Source: an optimization exercise on an open RTL-to-GDS flow (aim: small area, a short achievable clock period and few clock cycles). Production flows keep margins and buffers that such runs may drop. No run shown here included a check of the RTL's function; only the layout flow was run. Power figures rest on the tool's default switching activity, not on a simulated workload.

==> design.v <==
module wire_codec (
    input  wire        clk,
    input  wire        rst,             
    input  wire        start,
    input  wire [2:0]  start_op,
    input  wire [7:0]  start_n,         
    input  wire [15:0] start_cmd,       
    input  wire [7:0]  start_addr,      
    input  wire [7:0]  start_crc,       
    output wire        busy,
    input  wire        in_valid,
    input  wire [7:0]  in_data,
    output wire        in_ready,
    output reg         out_valid,
    output reg  [7:0]  out_data,
    input  wire        out_ready,
    output wire        done,
    output wire [15:0] status,
    output wire [7:0]  res_crc,
    output wire [7:0]  res_len
);
    localparam [2:0] OP_CRC_GEN   = 3'd0,
                     OP_CRC_CHECK = 3'd1,
                     OP_I2C_WRITE = 3'd2,
                     OP_I2C_READ  = 3'd3,
                     OP_SHDLC_TX  = 3'd4;
    localparam [3:0] S_IDLE  = 4'd0,
                     S_CRC   = 4'd1,    
                     S_W_CMD = 4'd2,    
                     S_W_HI  = 4'd3,    
                     S_W_LO  = 4'd4,    
                     S_W_CRC = 4'd5,    
                     S_R_HI  = 4'd6,    
                     S_R_LO  = 4'd7,    
                     S_R_CRC = 4'd8,    
                     S_T_HDR = 4'd9,    
                     S_T_PAY = 4'd10,   
                     S_T_CHK = 4'd11,   
                     S_T_EOF = 4'd12,   
                     S_FIN   = 4'd13;   
    function [7:0] crc_step;
        input [7:0] acc;
        input [7:0] b;
        integer k;
        reg [7:0] a;
        begin
            a = acc ^ b;
            for (k = 0; k < 8; k = k + 1) begin
                if (a[7]) a = {a[6:0], 1'b0} ^ 8'h31;
                else      a = {a[6:0], 1'b0};
            end
            crc_step = a;
        end
    endfunction
    function is_reserved;
        input [7:0] b;
        begin
            is_reserved = (b == 8'h7E) || (b == 8'h7D) || (b == 8'h11) || (b == 8'h13);
        end
    endfunction
    reg [3:0] state;
    reg [7:0] cnt;         
    reg [7:0] acc;         
    reg [7:0] p0, p1;      
    reg [1:0] hidx;        
    reg       chk;         
    reg       bad;         
    reg       bcnt;        
    reg       lo_pend;     
    reg       esc;         
    reg       esc6, esc1;  
    reg [5:0] nlen;        
    wire out_free = !out_valid || out_ready;
    wire fin_done = (state == S_FIN) && !lo_pend && out_free;
    assign busy     = !(state == S_IDLE || fin_done);
    assign done     = fin_done;
    assign status   = {14'd0, bcnt, bad | (chk && acc != p0)};
    assign res_crc  = acc;
    assign res_len  = {1'b0, nlen, 1'b0};
    reg rd;
    always @* begin
        case (state)
            S_CRC:                  rd = 1'b1;
            S_W_HI, S_W_LO:         rd = out_free;
            S_R_HI, S_R_LO:         rd = !lo_pend || out_free;
            S_R_CRC:                rd = bad || (!lo_pend && out_free);
            S_T_PAY:                rd = !esc && out_free;
            default:                rd = 1'b0;
        endcase
    end
    assign in_ready = rd;
    wire take = in_valid && rd;
    wire [7:0] t_byte = (state == S_T_PAY) ? in_data :
                        (state == S_T_CHK) ? ~acc : p0;
    wire       t_res  = is_reserved(t_byte);
    wire [7:0] esc_byte = {1'b0, esc6, !esc6, 1'b1, esc6, esc6, esc1, !(esc6 && esc1)};
    wire accept = start && !busy;
    always @(posedge clk) begin
        if (out_valid && out_ready)
            out_valid <= 1'b0;
        case (state)
            S_CRC: begin
                if (take) begin
                    acc <= crc_step(acc, in_data);
                    cnt <= cnt - 8'd1;
                    if (cnt == 8'd1) state <= S_FIN;
                end
            end
            S_W_CMD: begin
                if (out_free) begin
                    out_valid <= 1'b1;
                    out_data  <= p0;
                    state     <= (cnt == 8'd0) ? S_FIN : S_W_HI;
                end
            end
            S_W_HI: begin
                if (take) begin
                    out_valid <= 1'b1;
                    out_data  <= in_data;
                    acc       <= crc_step(8'hFF, in_data);
                    state     <= S_W_LO;
                end
            end
            S_W_LO: begin
                if (take) begin
                    out_valid <= 1'b1;
                    out_data  <= in_data;
                    acc       <= crc_step(acc, in_data);
                    state     <= S_W_CRC;
                end
            end
            S_W_CRC: begin
                if (out_free) begin
                    out_valid <= 1'b1;
                    out_data  <= acc;
                    cnt       <= cnt - 8'd1;
                    state     <= (cnt == 8'd1) ? S_FIN : S_W_HI;
                end
            end
            S_R_HI, S_R_LO, S_R_CRC, S_FIN: begin
                if (lo_pend && out_free) begin
                    out_valid <= 1'b1;
                    out_data  <= p1;
                    lo_pend   <= 1'b0;
                end
                if (take) begin
                    case (state)
                        S_R_HI: begin
                            p0    <= in_data;
                            acc   <= crc_step(8'hFF, in_data);
                            state <= S_R_LO;
                        end
                        S_R_LO: begin
                            p1    <= in_data;
                            acc   <= crc_step(acc, in_data);
                            state <= S_R_CRC;
                        end
                        default: begin   
                            cnt   <= cnt - 8'd1;
                            state <= (cnt == 8'd1) ? S_FIN : S_R_HI;
                            if (!bad) begin
                                if (in_data == acc) begin
                                    out_valid <= 1'b1;
                                    out_data  <= p0;
                                    lo_pend   <= 1'b1;
                                    nlen      <= nlen + 6'd1;
                                end else begin
                                    bad <= 1'b1;
                                end
                            end
                        end
                    endcase
                end
            end
            S_T_HDR, S_T_PAY, S_T_CHK, S_T_EOF: begin
                if (esc) begin
                    if (out_free) begin
                        out_valid <= 1'b1;
                        out_data  <= esc_byte;
                        esc       <= 1'b0;
                    end
                end else if (state == S_T_EOF) begin
                    if (out_free) begin
                        out_valid <= 1'b1;
                        out_data  <= 8'h7E;
                        state     <= S_FIN;
                    end
                end else if ((state == S_T_PAY) ? take : out_free) begin
                    out_valid <= 1'b1;
                    out_data  <= t_res ? 8'h7D : t_byte;
                    esc       <= t_res;
                    esc6      <= t_byte[6];
                    esc1      <= t_byte[1];
                    acc       <= acc + t_byte;
                    case (state)
                        S_T_HDR: begin
                            p0   <= p1;
                            p1   <= cnt;
                            hidx <= hidx + 2'd1;
                            if (hidx == 2'd2)
                                state <= (cnt == 8'd0) ? S_T_CHK : S_T_PAY;
                        end
                        S_T_PAY: begin
                            cnt <= cnt - 8'd1;
                            if (cnt == 8'd1) state <= S_T_CHK;
                        end
                        default:   
                            state <= S_T_EOF;
                    endcase
                end
            end
            default: ;   
        endcase
        if (fin_done)
            state <= S_IDLE;
        if (accept) begin
            chk     <= (start_op == OP_CRC_CHECK);
            bad     <= 1'b0;
            bcnt    <= 1'b0;
            lo_pend <= 1'b0;
            esc     <= 1'b0;
            nlen    <= 6'd0;
            hidx    <= 2'd0;
            p0      <= (start_op == OP_CRC_CHECK) ? start_crc :
                       (start_op == OP_SHDLC_TX)  ? start_addr : start_cmd[7:0];
            p1      <= start_cmd[7:0];
            case (start_op)
                OP_CRC_GEN, OP_CRC_CHECK: begin
                    acc   <= 8'hFF;
                    cnt   <= start_n;
                    state <= (start_n == 8'd0) ? S_FIN : S_CRC;
                end
                OP_I2C_WRITE, OP_I2C_READ: begin
                    cnt <= {1'b0, start_n[7:1]};
                    if (start_n[0] || (start_n > 8'd64)) begin
                        bcnt  <= 1'b1;
                        state <= S_FIN;
                    end else if (start_op == OP_I2C_WRITE) begin
                        out_valid <= 1'b1;
                        out_data  <= start_cmd[15:8];
                        state     <= S_W_CMD;
                    end else begin
                        state <= (start_n == 8'd0) ? S_FIN : S_R_HI;
                    end
                end
                default: begin   
                    acc       <= 8'h00;
                    cnt       <= start_n;
                    out_valid <= 1'b1;
                    out_data  <= 8'h7E;
                    state     <= S_T_HDR;
                end
            endcase
        end
        if (rst) begin
            state     <= S_IDLE;
            out_valid <= 1'b0;
        end
    end
endmodule
==> run.sh <==
#!/bin/bash
# synth_recipe.tcl (not shown) runs the flow's synth.tcl, then flattens the netlist and writes it again
# the make line also repeats each setting of config.mk as NAME=value (left out here)
make -C /OpenROAD-flow-scripts/flow DESIGN_CONFIG=/design/flow/config.mk WORK_HOME=/design/flow/orfs CLKGATE_MAP_FILE= SYNTH_SCRIPT=/design/flow/synth_recipe.tcl finish
==> config.mk <==
export PLATFORM = sky130hd
export DESIGN_NAME = wire_codec
export DESIGN_NICKNAME = wire_codec
export VERILOG_FILES = /design/flow/design.v
export SDC_FILE = /design/flow/constraint.sdc
export NUM_CORES = 4
export LEC_CHECK = 0
export CAP_MARGIN = 20
export CORE_MARGIN = 2
export CORE_UTILIZATION = 40
export SLEW_MARGIN = 20
==> constraint.sdc <==
create_clock -name core_clock -period 5.0 [get_ports {clk}]
set_input_delay 1.0000 -clock core_clock [delete_from_list [all_inputs] [get_ports {clk}]]
set_output_delay 1.0000 -clock core_clock [all_outputs]
set_load 0.01 [all_outputs]
==> flow_summary.yaml, run 1 <==
worst_setup_path:
  worstSetupPathType: "in -> out"
  timing.critical_path.arrival_ns: 3.41
  start_kind: "input pin"
  end_kind: "output pin"
  timing.critical_path.required_ns: 4.00
  cp_max_fo: 9
cells_and_area:
  n_antenna_cell: 0
  post_route_cells_drive_above_1_share_pct: 7.204
  layout.nets: 993
  synthToLayoutAreaGrowth_pct: 18.52
  finish.utilization_pct: 48.13
  filler_cell_count: 1631
  finish.instance_area_sq_mm: 0.007896
route:
  routed_wirelength_mm: 25.03
  wl_per_cell_um: 21.77
  first_iter_violations: 840
  route.vias.total: 7289
  first_pass_iters: 5
  drc: 0
  drt.antenna.violating_nets: 0
  post_drt_via_cell_ratio: 6.338
clocking:
  gates_resized_cts_repair: 0
  number_of_h_tree_branching_levels: 3
  post_cts_hold_buffer_count: 0
  tritoncts: "yes"
  cts.reportedPaths.clkPinSlew_ns: 0.05
  insertion_delay_of_the_later_clocked_pin_in_the_worst_skew_pair_ns: 0.35
  numCtsBuffers: 9
  cts_max_path_buffers: 2
  tritoncts_num_sinks: 60
  clockRootBuffer: "sky130_fd_sc_hd__clkbuf_16"
  cts.repair_timing.setup_buffer_count: 0
placed_design:
  portBuffers: 83
  dp.final_hpwl_mm: 18.46
  placement.cell_area_sq_mm: 0.007601
  place.gp.congestion: 0.9378
synth:
  synth.top_cells.by_area: "sky130_fd_sc_hd__edfxtp_1 (13%), sky130_fd_sc_hd__dfxtp_1 (9.6%), sky130_fd_sc_hd__nand2_1 (5.5%), sky130_fd_sc_hd__xnor2_1 (4.6%), sky130_fd_sc_hd__o21ai_0 (4.6%)"
  dominantRegCellSynth: "sky130_fd_sc_hd__dfxtp_1"
  synth_enable_flop_cells: 28
  synth-async-reset-ratio_pct: 0
  synthDistinctLibCells: 88
  synthMostInstantiatedCell: "sky130_fd_sc_hd__nand2_1"
  yosys_register_bits: 60
  synth.top_cell.area_share_pct: 12.62
  synthesis.instances: 875
  seq_total_area_yosys_pct: 22.23
  synth.cell_area_sq_mm: 0.006663
  synth_largest_area_cell: "sky130_fd_sc_hd__edfxtp_1"
  synth_warnings: 1
  syn_area_per_cell_sq_um: 7.614
  synth.cells.most_frequent: "sky130_fd_sc_hd__nand2_1 (97), sky130_fd_sc_hd__nor2_1 (72), sky130_fd_sc_hd__o21ai_0 (61)"
sta:
  timing.final.max_slew_violations: 0
  grt_setup_unrepaired: "false"
  timing.slew.headroom_pct: 34.85
  clock.fmax_mhz: 226.6
  post-route-min-period_ns: 4.413
  final_worst_hold_slack_ns: 0.5108
  layout_worst_path_cycle_share_pct: 88.26
  sum_neg_setup_slack_ns: 0
  finalSetupViolCount: 0
  worst_clock_skew_ns: 0.01381
  finalHoldViolCount: 0
  tightest_slew_ns: 0.9743
die:
  floorplan.io_pins: 100
  rows: 47
  core_region_area_sq_mm: 0.01641
  initial_utilization_pct: 40.61
  die_w_um: 133.1
  die_area_sq_mm: 0.01771
  y_dimension_of_the_die_um: 133.1
power_and_ir_drop:
  power_density_mw_per_mm2: 668.3
  leak_pwr_nw: 2.952
  power_w: 0.005277
  peakVddDrop_v: 0.0002617
global_route:
  grt_overflow: 0
  grt_antenna_before_repair: 0
  grt_use_total_pct: 27.73
  grt_pass1_wl_mm: 38.44
  grt_start_max_net_pins: 34
  vias_in_the_first_global_route: 6721
status:
  result_of_the_run: "complete, no violations"
worst_hold_path:
  hold_class: "reg -> reg"
run:
  drv_cap: 0
==> through the flow <==
stage,instances,setup WS (ns)
5_1_grt,1150,0.5326
4_1_cts,1150,0.6521
3_5_place_dp,1134,0.6720
6_report,1150,0.5868
2_1_floorplan,890,1.647
3_3_place_gp,1134,0.7093
==> logic make-up (layout without fill, tap and decap cells) <==
family	after synthesis	count (layout)	synth area share, %
AO/OA/AOI/OAI	305	305	31.85
XOR/XNOR	66	66	10.85
adder cells (fa/ha/maj)	12	12	2.366
buffers and inverters	102	142	7.211
flip-flops	60	60	22.23
multiplexers	12	12	1.878
other	1	16	0.05628
AND/OR/NAND/NOR	317	317	23.55
==> state kept, by name, indices dropped and copies added (netlist names), 2 cells and up <==
signal / cells
p1: 8
acc: 8
p0: 8
hidx: 2
nlen: 6
state: 4
out_data: 8
cnt: 8
==> worst paths after layout <==
kind                                  to  cells past startpoint  slack (ns)      start
worst max-delay path            in_ready                      6        0.59  out_ready
worst min-delay path             hidx[1]                      2        0.51    hidx[1]
worst max register to register    acc[5]                     10        1.08   state[1]
worst min register to register   hidx[1]                      2        0.51    hidx[1]
==> placed cells by master, fill, tap and decap left out, drive strengths merged, types with 18 or more instances in the layout <==
master         Yosys  routed
a21oi             47      47
a22oi             19      19
a31oi             21      21
buf               43      24
clkdlybuf4s50      0      83
dfxtp             32      32
edfxtp            28      28
nand2             97      97
nand2b            18      18
nand3             22      22
nor2              72      72
nor3              23      23
o21ai             65      65
o22ai             24      24
xnor2             39      39
xor2              23      23
==> critical path: stages <==
cell	delay, ns
sky130_fd_sc_hd__clkdlybuf4s50_1	0.45
sky130_fd_sc_hd__nor2b_1	0.59
sky130_fd_sc_hd__o21bai_1	0.25
sky130_fd_sc_hd__a21o_1	0.32
sky130_fd_sc_hd__or2_2	0.31
sky130_fd_sc_hd__clkdlybuf4s50_1	0.49
==> routing by layer <==
layer | part of all wire [%] | vias to the layer above | track usage (%)
met1 | 42 | 3408 | 37.00
met4 | 3.1 | 0 | 11.17
met2 | 46 | 424 | 44.53
met3 | 9.7 | 53 | 4.789
li1 | - | 3404 | -
met5 | 0 | - | 0
==> area by class of cell <==
| class | instances | area, sq um | area share, % |
|---|---|---|---|
| inverter | 19 | 71.32 | 0.9032 |
| clock buffer | 12 | 246.5 | 3.122 |
| timing repair buffer | 107 | 1011 | 12.80 |
| clock inverter | 4 | 48.80 | 0.6180 |
| sequential | 60 | 1481 | 18.76 |
| multi-input combinational | 728 | 4762 | 60.31 |
| tap | 220 | 275.3 | 3.486 |
==> where the power goes <==
part | switching (W) | internal (W) | total, W | leakage, nW
logic | 0.00196 | 0.00145 | 0.00342 | 2.27
registers | 0.000404 | 0.000811 | 0.00122 | 0.530
clock network | 0.000246 | 0.000399 | 0.000645 | 0.147
==> run 2: changes to the inputs <==
--- a/config.mk
+++ b/config.mk
@@ -8,4 +8,6 @@
 export CAP_MARGIN = 20
 export CORE_MARGIN = 2
 export CORE_UTILIZATION = 40
+export SETUP_SLACK_MARGIN = 3.5
 export SLEW_MARGIN = 20
+export TNS_END_PERCENT = 100
==> run 2 against run 1 <==
Critical path depth unchanged. Fmax rose by 49%. Setup slack improved by 1.5 ns. Sequential share of layout area fell by 4.6 points. Clock-buffer cell count unchanged. Core utilization grew 20 points. Worst hold slack better by 0.026 ns. Critical path type is now reg -> out. Critical endpoint unchanged.
==> flow_summary.yaml, run 2 <==
placed_design:
  placement_setup_slack_ns: 1.010
  dp.final_hpwl_mm: 18.77
  placed_cells: 1126
  place.gp.congestion: 0.9285
  portBuffers: 83
  placement.cell_area_sq_mm: 0.007896
synth:
  syn_area_per_cell_sq_um: 7.614
  synth.top_cells.by_area: "sky130_fd_sc_hd__edfxtp_1 (13%), sky130_fd_sc_hd__dfxtp_1 (9.6%), sky130_fd_sc_hd__nand2_1 (5.5%), sky130_fd_sc_hd__xnor2_1 (4.6%), sky130_fd_sc_hd__o21ai_0 (4.6%)"
  synth_xor_area_share_pct: 10.85
  seq_total_area_yosys_pct: 22.23
  mux_contribution_to_synthesized_area_pct: 1.878
  synth-async-reset-ratio_pct: 0
  synth_fa_ha_area_share_pct: 2.366
  synthDistinctLibCells: 88
  simple_gate_fraction_of_synth_area_pct: 23.55
  synthMostInstantiatedCell: "sky130_fd_sc_hd__nand2_1"
  dominantRegCellSynth: "sky130_fd_sc_hd__dfxtp_1"
  synthesis.instances: 875
  synth_compound_area_share_pct: 31.85
  largest_family_of_logic_cells_by_synthesized_area: "compound AO/OA/AOI/OAI gates"
  yosys_register_bits: 60
  synth.top_cell.area_share_pct: 12.62
  synth_warnings: 1
  synth_enable_flop_cells: 28
  synth.cells.most_frequent: "sky130_fd_sc_hd__nand2_1 (97), sky130_fd_sc_hd__nor2_1 (72), sky130_fd_sc_hd__o21ai_0 (61)"
  synth.cell_area_sq_mm: 0.006663
  synth_largest_area_cell: "sky130_fd_sc_hd__edfxtp_1"
global_route:
  grt_pass1_wl_mm: 48.68
  grt_overflow: 0
  grt_start_max_net_pins: 27
  vias_in_the_first_global_route: 8302
  grt_antenna_before_repair: 0
  grt_use_total_pct: 35.77
power_and_ir_drop:
  power_density_mw_per_mm2: 688.4
  combinationalPowerShare_pct: 76.0
  leak_pwr_nw: 4.439
  part_of_the_total_power_dissipated_in_sequential_elements_pct: 15.4
  sw_frac_of_total_pct: 47.14
  peakVddDrop_v: 0.0003891
  cellInternalPower_w: 0.004042
  clkPwrFrac_pct: 8.6
  total_switching_power_w: 0.003604
worst_setup_path:
  worstSetupPathType: "reg -> out"
  start_kind: "flip-flop"
  end_kind: "output pin"
  cp_max_fo: 26
  worst_path_dominant_cell_family: "simple AND/OR/NAND/NOR gates"
  path_buf_inv: 2
  crit_path_cell_trace: "buf_12 > mux2i_1 > o22ai_4 > and2_4 > or2_4 > buf_6"
  timing.critical_path.required_ns: 4.00
  cpPeakStageDelay_ns: 0.38
  timing.critical_path.arrival_ns: 1.96
  critical_path.slowest_cell: "sky130_fd_sc_hd__dfxtp_4"
sta:
  sum_neg_setup_slack_ns: 0
  final.setup.worst_slack_ns: 2.042
  finalSetupViolCount: 0
  layout_worst_path_cycle_share_pct: 59.17
  grt_setup_unrepaired: "true"
  timing.final.max_slew_violations: 0
  finalHoldViolCount: 0
  tightest_slew_ns: 1.099
  clock.fmax_mhz: 338.0
  post-route-min-period_ns: 2.958
  worst_clock_skew_ns: 0.007252
  timing.slew.headroom_pct: 26.75
route:
  route.vias.total: 8831
  drt.antenna.violating_nets: 0
  routed_wirelength_mm: 33.12
  wl_per_cell_um: 25.03
  first_pass_iters: 7
  first_iter_violations: 890
  drc: 0
  post_drt_via_cell_ratio: 6.675
clocking:
  clockRootBuffer: "sky130_fd_sc_hd__clkbuf_16"
  tritoncts: "yes"
  cts_max_path_buffers: 2
  tritoncts_num_sinks: 60
  number_of_h_tree_branching_levels: 3
  insertion_delay_of_the_later_clocked_pin_in_the_worst_skew_pair_ns: 0.35
  cts.reportedPaths.clkPinSlew_ns: 0.06
  numCtsBuffers: 9
die:
  die_area_sq_mm: 0.01771
  core_region_area_sq_mm: 0.01641
  y_dimension_of_the_die_um: 133.1
  initial_utilization_pct: 40.61
  die_w_um: 133.1
  floorplan.io_pins: 100
  rows: 47
run:
  drv_cap: 0
cells_and_area:
  synthToLayoutAreaGrowth_pct: 66.69
  final_cell_mix: "sky130_fd_sc_hd__buf_4 (117), sky130_fd_sc_hd__buf_6 (74), sky130_fd_sc_hd__nand2_1 (71)"
  ff_latch_area_sq_mm: 0.001572
  finalNonFillerCells: 1323
  finish.utilization_pct: 67.69
  mostFrequentLayoutCell: "sky130_fd_sc_hd__buf_4"
  finish.instance_area_sq_mm: 0.01111
  n_antenna_cell: 0
  layout.nets: 1166
  post_route_cells_drive_above_1_share_pct: 43.43
  filler_cell_count: 1284
  multi_input_area_sq_mm: 0.005978
worst_hold_path:
  hold_class: "reg -> reg"
status:
  result_of_the_run: "complete, no violations"
[run 2: cell counts after synthesis]
No cell type changed its count.
[run 2: cells by family (layout without fill, tap and decap cells)]
kind of cell               after synthesis  after routing
and+or+nand+nor                        317            321
AOI/OAI and AO/OA                      305            306
buffers and inverters                  102            310
xor gates and xnor gates                66             66
DFF                                     60             60
adders and majority gates               12             12
muxes                                   12             12
other                                    1             16
[run 2: per-layer routing]
metal	vias up	track usage (%)	part of all wire, %
met4	0	24.25	7.1
met1	4141	43.38	35
met5	-	0	0
met3	185	6.169	12
met2	744	58.00	46
li1	3761	-	-
[run 2: through the flow]
| stage | total power [W] | hold slack (ns) |
|---|---|---|
| global route | 0.007940 | 0.5783 |
| floorplan | 0.003813 | 0.4996 |
| finish | 0.007645 | 0.5365 |
| CTS | 0.006838 | 0.5326 |
| detailed placement | 0.004736 | 0.5168 |
| global placement | 0.004747 | 0.5074 |
[run 2: repair_timing]
action,in CTS,in global routing
setup endpoints to repair,116,115
hold buffers,0,0
resized for setup,449,103
setup buffers,141,27
pin swaps,84,67
gates cloned,12,1
[run 2: worst reg2reg max path, delay by kind of cell, from the launching register on]
kind / cells / cell delay (ns)
AO/OA/AOI/OAI: 7 / 1.33
flip-flops: 1 / 0.38
buffers and inverters: 2 / 0.35
adder cells (fa/ha/maj): 1 / 0.29
multiplexers: 1 / 0.19
XOR/XNOR: 1 / 0.15
[run 2: layout make-up]
type	instances	share of cell area, %
Clock inverter	4	0.4394
Timing Repair Buffer	272	25.69
Clock buffer	12	2.219
Tap cell	220	2.479
Multi-Input combinational cell	733	53.83
Sequential cell	60	14.15
Inverter	19	0.8675
Timing Repair inverter	3	0.3267
[run 2: power by group through the flow]
stage	Clock [W]	Sequential [W]	Combinational, W
after global routing	0.000677	0.00119	0.00608
after global placement	0	0.00124	0.00350
final	0.000658	0.00118	0.00581
after floorplan	0	0.00103	0.00279
after CTS	0.000647	0.00115	0.00504
after detailed placement	0	0.00124	0.00350
[run 2: worst paths after layout]
| check | to | depth (start not counted) | from | slack [ns] |
|---|---|---|---|---|
| worst max-delay path | in_ready | 6 | state[0] | 2.04 |
| worst min-delay path | hidx[1] | 2 | hidx[1] | 0.54 |
| worst max register to register | acc[5] | 12 | state[0] | 2.19 |
| worst min register to register | hidx[1] | 2 | hidx[1] | 0.54 |
==> run 3: changes to the inputs <==
--- a/config.mk
+++ b/config.mk
@@ -8,6 +8,6 @@
 export CAP_MARGIN = 20
 export CORE_MARGIN = 2
 export CORE_UTILIZATION = 40
-export SETUP_SLACK_MARGIN = 3.5
+export SETUP_SLACK_MARGIN = 2.5
 export SLEW_MARGIN = 20
 export TNS_END_PERCENT = 100
==> run 3 against run 2 <==
Design area is 14% lower. Critical path depth is 1 higher. Sequential share of layout area is 1.6 points higher. Critical endpoint unchanged. Critical path type is now in -> out. Register-to-register slack better by 0.06 ns. Sequential power is 4% higher. Total power is 16% lower. Setup slack better by 0.012 ns.
==> flow_summary.yaml, run 3 <==
status:
  result_of_the_run: "complete, no violations"
die:
  rows: 47
  die_area_sq_mm: 0.01771
  die_w_um: 133.1
  initial_utilization_pct: 40.61
  core_region_area_sq_mm: 0.01641
  y_dimension_of_the_die_um: 133.1
  floorplan.io_pins: 100
global_route:
  grt_start_max_net_pins: 38
  grt_pass1_wl_mm: 44.01
  grt_antenna_before_repair: 0
  vias_in_the_first_global_route: 7473
  grt_use_total_pct: 32.29
  grt_overflow: 0
worst_hold_path:
  hold_class: "reg -> reg"
run:
  drv_cap: 0
synth:
  synthDistinctLibCells: 88
  yosys_register_bits: 60
  synth.cell_area_sq_mm: 0.006663
  synthMostInstantiatedCell: "sky130_fd_sc_hd__nand2_1"
  synth_enable_flop_cells: 28
  synth.top_cells.by_area: "sky130_fd_sc_hd__edfxtp_1 (13%), sky130_fd_sc_hd__dfxtp_1 (9.6%), sky130_fd_sc_hd__nand2_1 (5.5%), sky130_fd_sc_hd__xnor2_1 (4.6%), sky130_fd_sc_hd__o21ai_0 (4.6%)"
  synth_largest_area_cell: "sky130_fd_sc_hd__edfxtp_1"
  synth-async-reset-ratio_pct: 0
  syn_area_per_cell_sq_um: 7.614
  synth.top_cell.area_share_pct: 12.62
  dominantRegCellSynth: "sky130_fd_sc_hd__dfxtp_1"
  seq_total_area_yosys_pct: 22.23
  synth_warnings: 1
  synth.cells.most_frequent: "sky130_fd_sc_hd__nand2_1 (97), sky130_fd_sc_hd__nor2_1 (72), sky130_fd_sc_hd__o21ai_0 (61)"
  synthesis.instances: 875
route:
  routed_wirelength_mm: 29.43
  top_layer_used: "met4"
  drc: 0
  drt.antenna.violating_nets: 0
  drt-met1-wl_mm: 11.15
  met3_wirelength_mm: 3.269
  first_pass_iters: 8
  first_iter_violations: 957
  detailroute.wirelength.met2_mm: 12.94
  route.vias.total: 8058
  wl_per_cell_um: 23.87
  post_drt_via_cell_ratio: 6.535
power_and_ir_drop:
  peakVddDrop_v: 0.0003603
  power_density_mw_per_mm2: 668.2
  leak_pwr_nw: 3.678
worst_setup_path:
  critPathMostFrequentCell: "sky130_fd_sc_hd__buf_6"
  start_kind: "input pin"
  critical_path.slowest_cell: "sky130_fd_sc_hd__or2_4"
  cp_max_fo: 2
  timing.critical_path.required_ns: 4.00
  crit_path_cell_trace: "buf_6 > nor2b_4 > buf_6 > o21bai_4 > a21o_4 > or2_4 > buf_6"
  timing.critical_path.arrival_ns: 1.95
  end_kind: "output pin"
  cpPeakStageDelay_ns: 0.22
  worstSetupPathType: "in -> out"
placed_design:
  placement_setup_slack_ns: 1.047
  dp.final_hpwl_mm: 19.18
  portBuffers: 83
  place.gp.congestion: 0.9917
sta:
  worst_clock_skew_ns: 0.005167
  finalHoldViolCount: 0
  layout_worst_path_cycle_share_pct: 58.93
  sum_neg_setup_slack_ns: 0
  timing.final.max_slew_violations: 0
  final.setup.worst_slack_ns: 2.053
  timing.slew.headroom_pct: 32.64
  final_worst_hold_slack_ns: 0.5042
  finalSetupViolCount: 0
  tightest_slew_ns: 1.010
  post-route-min-period_ns: 2.947
  clock.fmax_mhz: 339.4
  grt_setup_unrepaired: "true"
cells_and_area:
  finish.utilization_pct: 58.37
  post_route_cells_drive_above_1_share_pct: 27.54
  final_cell_mix: "sky130_fd_sc_hd__nand2_1 (93), sky130_fd_sc_hd__buf_4 (79), sky130_fd_sc_hd__nor2_1 (66)"
  synthToLayoutAreaGrowth_pct: 43.74
  n_antenna_cell: 0
  layout.nets: 1076
  mostFrequentLayoutCell: "sky130_fd_sc_hd__nand2_1"
clocking:
  number_of_h_tree_branching_levels: 3
  tritoncts: "yes"
  clockRootBuffer: "sky130_fd_sc_hd__clkbuf_16"
  numCtsBuffers: 9
  insertion_delay_of_the_later_clocked_pin_in_the_worst_skew_pair_ns: 0.35
  tritoncts_num_sinks: 60
  cts.reportedPaths.clkPinSlew_ns: 0.06
  post_cts_hold_buffer_count: 0
  cts_max_path_buffers: 2
[run 3: changes by cell type in the layout (fill, tap and decap cells not counted), sizes merged]
cell           change
buf              -113
bufinv             -1
clkbuf             -2
clkdlybuf4s50     +24
clkinv             +1
clkinvlp           +1
dlygate4sd2        +1
nand2b             -2
nand3b             -1
o211ai             +2
[run 3: layout make-up]
cell class	instances	area (sq um)
Fill cell	1469	6830
Multi-Input combinational cell	732	5603
Timing Repair Buffer	185	1808
Sequential cell	60	1513
Tap cell	220	275.3
Clock buffer	9	225.2
Inverter	19	92.59
Clock inverter	7	51.30
Timing Repair inverter	1	8.758
[run 3: logic make-up after synthesis]
logic type / count (synthesis) / share of synthesized area (%)
other: 1 / 0.05628
AND/OR/NAND/NOR: 317 / 23.55
AO/OA/AOI/OAI: 305 / 31.85
adder cells (fa/ha/maj): 12 / 2.366
XOR/XNOR: 66 / 10.85
flip-flops: 60 / 22.23
multiplexers: 12 / 1.878
buffers and inverters: 102 / 7.211
[run 3: final timing paths]
check,depth (start not counted),slack (ns),to,startpoint
max,7,2.05,in_ready,out_ready
min,2,0.50,hidx[1],hidx[1]
max reg2reg,9,2.25,out_data[7],state[0]
min reg2reg,2,0.50,hidx[1],hidx[1]
[run 3: through the flow]
step           instances  area (sq um)  total power (W)
2_1_floorplan        890          7023         0.003671
3_3_place_gp        1130          7800         0.004717
3_5_place_dp        1130          7800         0.004703
4_1_cts             1215          9226         0.005989
5_1_grt             1233          9577         0.006725
6_report            1233          9577         0.006399
[run 3: metal layers]
layer / vias up / track usage [%]
li1: 3582 / -
met1: 3725 / 41.99
met2: 610 / 50.09
met3: 141 / 5.479
met4: 0 / 19.65
met5: - / 0
[run 3: critical path: cells and delay by family]
| family | cells | cell delay, ns |
|---|---|---|
| compound gates | 2 | 0.27 |
| simple gates | 2 | 0.35 |
| buf+inv | 3 | 0.33 |
[run 3: report_power, final]
part / switching, W / internal, W
sequential: 0.000399 / 0.000831
combinational: 0.00250 / 0.00207
clock: 0.000267 / 0.000337
[run 3: repair_timing]
action	in CTS	in global routing
endpoints found under the hold margin	0	0
resized for setup	221	42
buffers inserted	64	16
pin swaps	57	41
gates cloned	5	2
endpoints found under the setup margin	95	64

[separate check: timing with driven ports]
The flow's constraints put no driver on any port. The routed layouts listed below were extracted and timed again, unchanged, in two steps.
Step 1: set_driving_cell puts a clkbuf_16 on clk and a buf_2 on each other input, an assumption about the parent block.
Step 2 times the ports against the registers' clock, not the clock port: input delays grow and output delays shrink by t, the midpoint of the rising clock arrivals with the driver on.
Slacks: ideal / step 1 / step 2; pairs: ideal / step 1.
| run | t (ns) | setup WS [ns] | hold WS [ns] | latest minus earliest clock arrival (ns) |
|---|---|---|---|---|
| run 1 | 0.387 | 0.587 / 0.565 / 0.565 | 0.511 / 0.511 / 0.511 | 0.014 / 0.014 |
| run 2 | 0.390 | 2.042 / 1.997 / 1.752 | 0.536 / 0.536 / 0.536 | 0.007 / 0.007 |
| run 3 | 0.389 | 2.053 / 2.023 / 1.684 | 0.504 / 0.504 / 0.504 | 0.005 / 0.005 |
After both steps every run listed still meets setup and hold. The setup slack of run 3, which loses most, moves by -0.030 ns with the drivers and by -0.369 ns with both steps.
